What follows belongs to an exercise in optimizing a design on an open flow for small area, a short achievable clock period and few clock cycles; a production flow would make more cautious choices.
Where RTL was checked, it was by simulation tests only, not by an equivalence proof against the original.

## red
==> flow/design.v (excerpt) <==
module pft_lzd (
    input  wire        clk,
    input  wire        rst,           
    input  wire [7:0]  reg_addr,      
    input  wire        reg_we,
    input  wire [31:0] reg_wdata,
    output reg  [31:0] reg_rdata,
    output wire        irq,
    output reg         buf_en,
    output reg         buf_we,
    output reg  [16:0] buf_addr,
    output reg  [7:0]  buf_wdata,
    input  wire [7:0]  buf_rdata,
    output reg         out_re,
    output reg  [24:0] out_raddr,
    input  wire [7:0]  out_rdata,
    output reg         out_we,
    output reg  [24:0] out_waddr,
    output reg  [7:0]  out_wdata
);
    localparam [3:0] F_ALIGN   = 4'd2;
    localparam [3:0] F_OOB     = 4'd3;
    localparam [3:0] F_CSUM    = 4'd4;
    localparam [3:0] F_NOSIG   = 4'd5;
    localparam [3:0] F_OVERSZ  = 4'd6;
    localparam [3:0] F_INCOMPL = 4'd7;
    localparam [3:0] F_ZEROOFF = 4'd8;
    localparam [3:0] F_NOTRL   = 4'd9;
    localparam [3:0] F_OUTCAP  = 4'd10;
    localparam [3:0] F_OFFBEF  = 4'd11;
    localparam [3:0] F_ILLCMD  = 4'd12;
    localparam [4:0]
        S_IDLE  = 5'd0,
        S_CMD   = 5'd1,    
        S_CK    = 5'd2,    
        S_CKE   = 5'd3,    
        S_HDR   = 5'd4,    
        S_HDR1  = 5'd5,    
        S_HDRC  = 5'd6,    
        S_RAWC  = 5'd7,    
        S_RAW   = 5'd8,    
        S_RSKIP = 5'd9,    
        S_TOK   = 5'd10,   
        S_MSK1  = 5'd11,   
        S_CP1   = 5'd12,   
        S_EXT   = 5'd13,   
        S_CPC   = 5'd14,   
        S_CPY   = 5'd15,   
        S_TRL   = 5'd16,   
        S_TRL1  = 5'd17,   
        S_IV    = 5'd18,   
        S_XC    = 5'd19,   
        S_XR    = 5'd20,   
        S_XW    = 5'd21,   
        S_IVA   = 5'd22,   
        S_T0    = 5'd23,   
        S_T1    = 5'd24;   
    reg  [4:0]  state;
    reg  [1:0]  ctrl_op;
    reg         ctrl_endian;
    reg         ctrl_ie;
  ...
Size in the first run: roughly 5400 cells after synthesis, about 580 flip-flops.
Settings: LEC_CHECK=0, CAP_MARGIN=20, CORE_MARGIN=2, CORE_UTILIZATION=35, CTS_CLUSTER_DIAMETER=110, CTS_CLUSTER_SIZE=24, SETUP_SLACK_MARGIN=3, SLEW_MARGIN=20, SYNTH_HIERARCHICAL=1; clock period 12.0 ns.
standard.sh (not shown) runs the stock make flow with config.mk's settings and CLKGATE_MAP_FILE= SYNTH_SCRIPT=/design/flow/synth_recipe.tcl, a recipe that flattens the netlist after the stock synthesis.
==> flow/flow/run.sh <==
#!/bin/bash
# Own flow: the standard layout (standard.sh, unchanged synthesis), with the
# port buffers made of sky130_fd_sc_hd__buf_1 instead of the delay buffer that
# buffer_ports picks by default (every port still gets its own buffer), and
# timing repair allowed to change a cell's footprint (MATCH_CELL_FOOTPRINT=0;
# detailed placement runs after every repair).
set -euo pipefail
W=$(pwd)
sed 's#^make -C \(.*\) "\${@:-finish}"$#make -C \1 "BUFFER_PORTS_ARGS=-buffer_cell sky130_fd_sc_hd__buf_1" MATCH_CELL_FOOTPRINT=0 "${@:-finish}"#' standard.sh > own_standard.sh
grep -q 'MATCH_CELL_FOOTPRINT=0' own_standard.sh
bash own_standard.sh finish > make_finish.log 2>&1
test -s out/final.def
red went all the way through synthesis, placement and routing and the layout is clean on timing, DRC and antenna.
Here is what was changed in the inputs of blue compared with red.
- SETUP_SLACK_MARGIN now 3.5, was 3
## What came out
Run comparison: red slowest library cell on the worst path mux4_2; blue slowest library cell on the worst path o31ai_2. For number of non-clock buffers in the layout, dividing the value from blue by the value from red gives 1.16. From red to blue the numbers moved as follows: utilization moved up, cell count moved up, sequential share of layout area moved down, routed wire length moved up.
Function was not checked in any run of this note: the RTL went through the layout flow alone.

---

Another version of the RTL of pft_lzd (not shown whole).
For scale: roughly 5600 cells after synthesis, about 510 flip-flops, about 180 I/O pins, roughly 45000 um2 of cells after synthesis.
==> flow/config.mk <==
export PLATFORM = sky130hd
export DESIGN_NAME = pft_lzd
export DESIGN_NICKNAME = pft_lzd
export VERILOG_FILES = /design/flow/design.v
export SDC_FILE = /design/flow/constraint.sdc
export NUM_CORES = 8
export LEC_CHECK = 0
export CAP_MARGIN = 20
export CORE_MARGIN = 2
export CORE_UTILIZATION = 35
export SETUP_SLACK_MARGIN = 3
export SLEW_MARGIN = 20
==> flow/constraint.sdc <==
create_clock -name core_clock -period 12.0 [get_ports {clk}]
set_input_delay 2.4000 -clock core_clock [delete_from_list [all_inputs] [get_ports {clk}]]
set_output_delay 2.4000 -clock core_clock [all_outputs]
set_load 0.01 [all_outputs]
==> flow/flow/run.sh <==
#!/bin/bash
# Own flow: the standard layout (standard.sh, unchanged synthesis), with the
# port buffers made of sky130_fd_sc_hd__buf_4 instead of the delay buffer that
# buffer_ports picks by default. Every port still gets its own buffer.
set -euo pipefail
W=$(pwd)
sed 's#^make -C \(.*\) "\${@:-finish}"$#make -C \1 "BUFFER_PORTS_ARGS=-buffer_cell sky130_fd_sc_hd__buf_4" "${@:-finish}"#' standard.sh > own_standard.sh
grep -q 'BUFFER_PORTS_ARGS=-buffer_cell sky130_fd_sc_hd__buf_4' own_standard.sh
bash own_standard.sh finish > make_finish.log 2>&1
test -s out/final.def
The starting point finished clean.
Testbench counts at the start, summed over its fixed seeds: cycles 425,930.
Edit:
==> flow/flow/run.sh (replaced) <==
#!/bin/bash
# Own flow: the standard layout (standard.sh, unchanged synthesis), with the
# port buffers made of sky130_fd_sc_hd__buf_2 instead of the delay buffer that
# buffer_ports picks by default. Every port still gets its own buffer.
set -euo pipefail
W=$(pwd)
sed 's#^make -C \(.*\) "\${@:-finish}"$#make -C \1 "BUFFER_PORTS_ARGS=-buffer_cell sky130_fd_sc_hd__buf_2" "${@:-finish}"#' standard.sh > own_standard.sh
grep -q 'BUFFER_PORTS_ARGS=-buffer_cell sky130_fd_sc_hd__buf_2' own_standard.sh
bash own_standard.sh finish > make_finish.log 2>&1
test -s out/final.def
--- a/flow/config.mk
+++ b/flow/config.mk
@@ -12 +12,2 @@
 export SLEW_MARGIN = 20
+export TNS_END_PERCENT = 5
After rerunning: Design area goes down slightly; maximum frequency goes up slightly; clock-buffer cell count goes up by 18; utilization goes down by 0.56 points; setup slack improves by 0.046 ns.
Edit:
==> flow/flow/run.sh (replaced) <==
#!/bin/bash
# Own flow: the standard layout (standard.sh, unchanged synthesis), with the
# port buffers made of sky130_fd_sc_hd__buf_1 instead of the delay buffer that
# buffer_ports picks by default (every port still gets its own buffer), and
# timing repair allowed to change a cell's footprint (MATCH_CELL_FOOTPRINT=0;
# detailed placement runs after every repair).
set -euo pipefail
W=$(pwd)
sed 's#^make -C \(.*\) "\${@:-finish}"$#make -C \1 "BUFFER_PORTS_ARGS=-buffer_cell sky130_fd_sc_hd__buf_1" MATCH_CELL_FOOTPRINT=0 "${@:-finish}"#' standard.sh > own_standard.sh
grep -q 'MATCH_CELL_FOOTPRINT=0' own_standard.sh
bash own_standard.sh finish > make_finish.log 2>&1
test -s out/final.def
--- a/flow/config.mk
+++ b/flow/config.mk
@@ -10,4 +10,5 @@
 export CORE_UTILIZATION = 35
-export SETUP_SLACK_MARGIN = 3
+export CTS_CLUSTER_DIAMETER = 110
+export CTS_CLUSTER_SIZE = 24
+export SETUP_SLACK_MARGIN = 2.8
 export SLEW_MARGIN = 20
-export TNS_END_PERCENT = 5
Worst setup slack got worse by 0.077 ns.
Die area stays the same.
Final cell count went down by 0.70%.
Final area went down by 2.6%.
Global-route usage is about the same.
Routed wire length hardly moves.
Non-clock buffer count went up by 5.
Sequential share of layout area went up by 0.67 points.

---

the previous run:
Another version of the RTL of pft_lzd (not shown whole).
Size in the first run: ~5700 cells after synthesis, ~510 flip-flops, about 180 I/O pins, ~46000 sq um of cells after synthesis.
clock: 12.0 ns
lec_check: 0
cap_margin: 20
core_margin: 2
core_utilization: 35
cts_cluster_diameter: 110
cts_cluster_size: 24
setup_slack_margin: 3
slew_margin: 20
synth_hierarchical: 1
==> flow/flow/run.sh <==
#!/bin/bash
# Own flow: the standard layout (standard.sh, unchanged synthesis), with the
# port buffers made of sky130_fd_sc_hd__buf_1 instead of the delay buffer that
# buffer_ports picks by default (every port still gets its own buffer), and
# timing repair allowed to change a cell's footprint (MATCH_CELL_FOOTPRINT=0;
# detailed placement runs after every repair).
set -euo pipefail
W=$(pwd)
sed 's#^make -C \(.*\) "\${@:-finish}"$#make -C \1 "BUFFER_PORTS_ARGS=-buffer_cell sky130_fd_sc_hd__buf_1" MATCH_CELL_FOOTPRINT=0 "${@:-finish}"#' standard.sh > own_standard.sh
grep -q 'MATCH_CELL_FOOTPRINT=0' own_standard.sh
bash own_standard.sh finish > make_finish.log 2>&1
test -s out/final.def
The previous run completed end to end with timing, DRC and antenna clean.
diff inputs: the previous run => the current run
Settings: SETUP_SLACK_MARGIN: 3 -> 3.5.
==> summary.txt <==
[compare] base=the previous run new=the current run: number of resized instances in the post-cts repair step went up; worst setup slack after layout went down; sequential share of layout area went down; footprint of the multi-input gates went up; detailed route wirelength on metal2 went up. Route | the current run vs the previous run | wire longer in the current run.
Function was not checked in any run of this note: the RTL went through the layout flow alone.

---

pft_lzd, a different RTL version from the one above (not shown whole).
Size: roughly 5800 cells after synthesis, about 510 flip-flops, ~180 I/O pins, about 47000 um^2 of cells after synthesis.
make LEC_CHECK=0 CAP_MARGIN=20 CORE_MARGIN=2 CORE_UTILIZATION=35 SETUP_SLACK_MARGIN=3 SLEW_MARGIN=20 finish   # period 12.0 ns
run.sh (not shown) runs the stock make flow with config.mk's settings and CLKGATE_MAP_FILE= SYNTH_SCRIPT=/design/flow/synth_recipe.tcl, a recipe that flattens the netlist after the stock synthesis.
Stock flow here: none of the scripts above is used.
Edit:
==> flow/flow/run.sh (new file) <==
#!/bin/bash
# Own flow: the standard layout (standard.sh, unchanged synthesis), with the
# port buffers made of sky130_fd_sc_hd__buf_4 instead of the delay buffer that
# buffer_ports picks by default. Every port still gets its own buffer.
set -euo pipefail
W=$(pwd)
sed 's#^make -C \(.*\) "\${@:-finish}"$#make -C \1 "BUFFER_PORTS_ARGS=-buffer_cell sky130_fd_sc_hd__buf_4" "${@:-finish}"#' standard.sh > own_standard.sh
grep -q 'BUFFER_PORTS_ARGS=-buffer_cell sky130_fd_sc_hd__buf_4' own_standard.sh
bash own_standard.sh finish > make_finish.log 2>&1
test -s out/final.def
==> flow/standard.sh (new file) <==
#!/bin/bash
# synth_recipe.tcl (not shown) runs the flow's synth.tcl, then flattens the netlist and writes it again
# the make line also repeats each setting of config.mk as NAME=value (left out here)
make -C /OpenROAD-flow-scripts/flow DESIGN_CONFIG=/design/flow/config.mk WORK_HOME=/design/flow/orfs CLKGATE_MAP_FILE= SYNTH_SCRIPT=/design/flow/synth_recipe.tcl "${@:-finish}"
removed: flow/run.sh
After rerunning:
- The new run went through all stages and came out clean
- via count stays flat
- final cell count came out lower slightly
- worst hold slack is about the same
- cell area came out lower slightly
- utilization came out lower by 0.72 points
- die area does not change
- worst setup slack is better by 0.12 ns
- area after synthesis does not change
No run of this note included a check of the RTL's function; only the layout flow was run.

---

RTL: one of the versions met above, not the one the previous note started from.
Size: roughly 5600 cells after synthesis, ~510 flip-flops, roughly 180 I/O pins, roughly 0.045 sq mm of cells after synthesis.
clock: 12.0 ns
lec_check: 0
cap_margin: 20
core_margin: 2
core_utilization: 35
setup_slack_margin: 3
slew_margin: 20
standard.sh (not shown) runs the stock make flow with config.mk's settings and CLKGATE_MAP_FILE= SYNTH_SCRIPT=/design/flow/synth_recipe.tcl, a recipe that flattens the netlist after the stock synthesis.
==> flow/flow/run.sh <==
#!/bin/bash
# Own flow: the standard layout (standard.sh, unchanged synthesis), with the
# port buffers made of sky130_fd_sc_hd__buf_1 instead of the delay buffer that
# buffer_ports picks by default (every port still gets its own buffer), and
# timing repair allowed to change a cell's footprint (MATCH_CELL_FOOTPRINT=0;
# detailed placement runs after every repair).
set -euo pipefail
W=$(pwd)
sed 's#^make -C \(.*\) "\${@:-finish}"$#make -C \1 "BUFFER_PORTS_ARGS=-buffer_cell sky130_fd_sc_hd__buf_1" MATCH_CELL_FOOTPRINT=0 "${@:-finish}"#' standard.sh > own_standard.sh
grep -q 'MATCH_CELL_FOOTPRINT=0' own_standard.sh
bash own_standard.sh finish > make_finish.log 2>&1
test -s out/final.def
Testbench counts at the start, summed over its fixed seeds: cycles 425,930.
Rerun with:
==> flow/flow/run.sh (replaced) <==
#!/bin/bash
# Own flow: the standard layout (standard.sh, unchanged synthesis), with the
# port buffers made of sky130_fd_sc_hd__buf_1 instead of the delay buffer that
# buffer_ports picks by default. Every port still gets its own buffer.
set -euo pipefail
W=$(pwd)
sed 's#^make -C \(.*\) "\${@:-finish}"$#make -C \1 "BUFFER_PORTS_ARGS=-buffer_cell sky130_fd_sc_hd__buf_1" "${@:-finish}"#' standard.sh > own_standard.sh
grep -q 'BUFFER_PORTS_ARGS=-buffer_cell sky130_fd_sc_hd__buf_1' own_standard.sh
bash own_standard.sh finish > make_finish.log 2>&1
test -s out/final.def
=>
- final area hardly moves
- fmax goes down by about 0.4%
- utilization barely changes
- hold slack improved by 0.0056 ns
Rerun with:
--- a/flow/config.mk
+++ b/flow/config.mk
@@ -9,4 +9,5 @@
 export CORE_MARGIN = 2
 export CORE_UTILIZATION = 35
+export GPL_TIMING_DRIVEN = 0
 export SETUP_SLACK_MARGIN = 3
 export SLEW_MARGIN = 20
What happened: Worst setup slack degrades by 0.24 ns. Non-clock buffer count climbs by 211. Cell count climbs by 2.7%. Utilization rose by 0.77 points. Global-route usage grows by 4.2 points. Critical path depth is higher by 2. Area after synthesis stays the same. Wire length goes up by 12%. Via count goes up by 2.5%.
Rerun with:
==> flow/flow/run.sh (replaced) <==
#!/bin/bash
# Own flow: the standard layout (standard.sh, unchanged synthesis), with the
# port buffers made of sky130_fd_sc_hd__buf_2 instead of the delay buffer that
# buffer_ports picks by default. Every port still gets its own buffer.
set -euo pipefail
W=$(pwd)
sed 's#^make -C \(.*\) "\${@:-finish}"$#make -C \1 "BUFFER_PORTS_ARGS=-buffer_cell sky130_fd_sc_hd__buf_2" "${@:-finish}"#' standard.sh > own_standard.sh
grep -q 'BUFFER_PORTS_ARGS=-buffer_cell sky130_fd_sc_hd__buf_2' own_standard.sh
bash own_standard.sh finish > make_finish.log 2>&1
test -s out/final.def
--- a/flow/config.mk
+++ b/flow/config.mk
@@ -9,5 +9,4 @@
 export CORE_MARGIN = 2
 export CORE_UTILIZATION = 35
-export GPL_TIMING_DRIVEN = 0
 export SETUP_SLACK_MARGIN = 3
 export SLEW_MARGIN = 20
After rerunning: Design area goes down by 1.7%; wire length decreases by 9.8%; maximum frequency rose by 2.6%; die area stays the same; clock-buffer cell count goes down by 18.
Rerun with:
==> flow/flow/run.sh (replaced) <==
#!/bin/bash
# Own flow: the standard layout (standard.sh, unchanged synthesis), with the
# port buffers made of sky130_fd_sc_hd__buf_1 instead of the delay buffer that
# buffer_ports picks by default (every port still gets its own buffer), and
# timing repair allowed to change a cell's footprint (MATCH_CELL_FOOTPRINT=0;
# detailed placement runs after every repair).
set -euo pipefail
W=$(pwd)
sed 's#^make -C \(.*\) "\${@:-finish}"$#make -C \1 "BUFFER_PORTS_ARGS=-buffer_cell sky130_fd_sc_hd__buf_1" MATCH_CELL_FOOTPRINT=0 "${@:-finish}"#' standard.sh > own_standard.sh
grep -q 'MATCH_CELL_FOOTPRINT=0' own_standard.sh
bash own_standard.sh finish > make_finish.log 2>&1
test -s out/final.def
--- a/flow/config.mk
+++ b/flow/config.mk
@@ -9,4 +9,4 @@
 export CORE_MARGIN = 2
 export CORE_UTILIZATION = 35
-export SETUP_SLACK_MARGIN = 3
+export SETUP_SLACK_MARGIN = 3.5
 export SLEW_MARGIN = 20
Outcome:
- wire length went up slightly
- clock skew barely changes
- hold slack got worse by 0.0092 ns
- first-iteration DRC count went up by a few percent
- setup slack got worse by 0.065 ns
- global-route usage went up by 0.10 points
- maximum frequency went down slightly

## separate check: timing with driven ports
In the flow no input, the clock included, has a driving cell. The finished layouts below were timed again as built, in two steps.
Step 1, drivers: a clkbuf_16 drives clk and a buf_2 each remaining input, both assumed.
Step 2 times the ports against the registers' clock, not the clock port: input delays grow and output delays shrink by t, the midpoint of the rising clock arrivals with the driver on.
Slacks: no drivers / after step 1 / after step 2; pairs: no drivers / after step 1.
| run | t (ns) | setup slack, ns | hold slack, ns | worst data-port slew with drivers (ns) | cell pins on the clock port's net |
|---|---|---|---|---|---|
| red | 0.713 | 3.146 / 3.061 / 2.912 | 0.437 / 0.437 / 0.437 | 0.10 | 1 |
| blue | 0.712 | 3.468 / 3.372 / 2.973 | 0.447 / 0.447 / 0.447 | 0.13 | 1 |
| the first run of note 2 | 0.792 | 2.964 / 2.930 / 2.930 | 0.475 / 0.475 / 0.475 | 0.08 | 1 |
| the second run of note 2 | 0.750 | 3.010 / 2.985 / 2.985 | 0.474 / 0.474 / 0.474 | 0.11 | 1 |
| the third run of note 2 | 0.708 | 2.933 / 2.847 / 2.847 | 0.464 / 0.464 / 0.464 | 0.12 | 1 |
| the previous run | 0.769 | 3.017 / 2.939 / 2.770 | 0.473 / 0.473 / 0.473 | 0.12 | 1 |
| the current run | 0.772 | 3.006 / 2.929 / 3.222 | 0.474 / 0.474 / 0.474 | 0.12 | 1 |
| the first run of note 4 | 0.764 | 2.925 / 2.900 / 2.900 | 0.473 / 0.473 / 0.473 | 0.07 | 1 |
| the second run of note 4 | 0.763 | 3.048 / 2.970 / 2.970 | 0.474 / 0.474 / 0.474 | 0.11 | 1 |
| the first run of note 5 | 0.763 | 3.145 / 3.092 / 3.092 | 0.472 / 0.472 / 0.472 | 0.12 | 1 |
| the second run of note 5 | 0.764 | 3.111 / 3.066 / 3.066 | 0.477 / 0.477 / 0.477 | 0.11 | 1 |
| the third run of note 5 | 0.770 | 2.870 / 2.788 / 2.750 | 0.468 / 0.468 / 0.468 | 0.07 | 1 |
| the fourth run of note 5 | 0.771 | 3.103 / 3.074 / 3.074 | 0.463 / 0.463 / 0.463 | 0.08 | 1 |
| the fifth run of note 5 | 0.762 | 3.038 / 2.957 / 2.957 | 0.454 / 0.454 / 0.454 | 0.11 | 1 |
After both steps every run listed still meets setup and hold. For blue, which loses most, drivers alone change the setup slack by -0.096 ns; drivers and shift together by -0.495 ns.
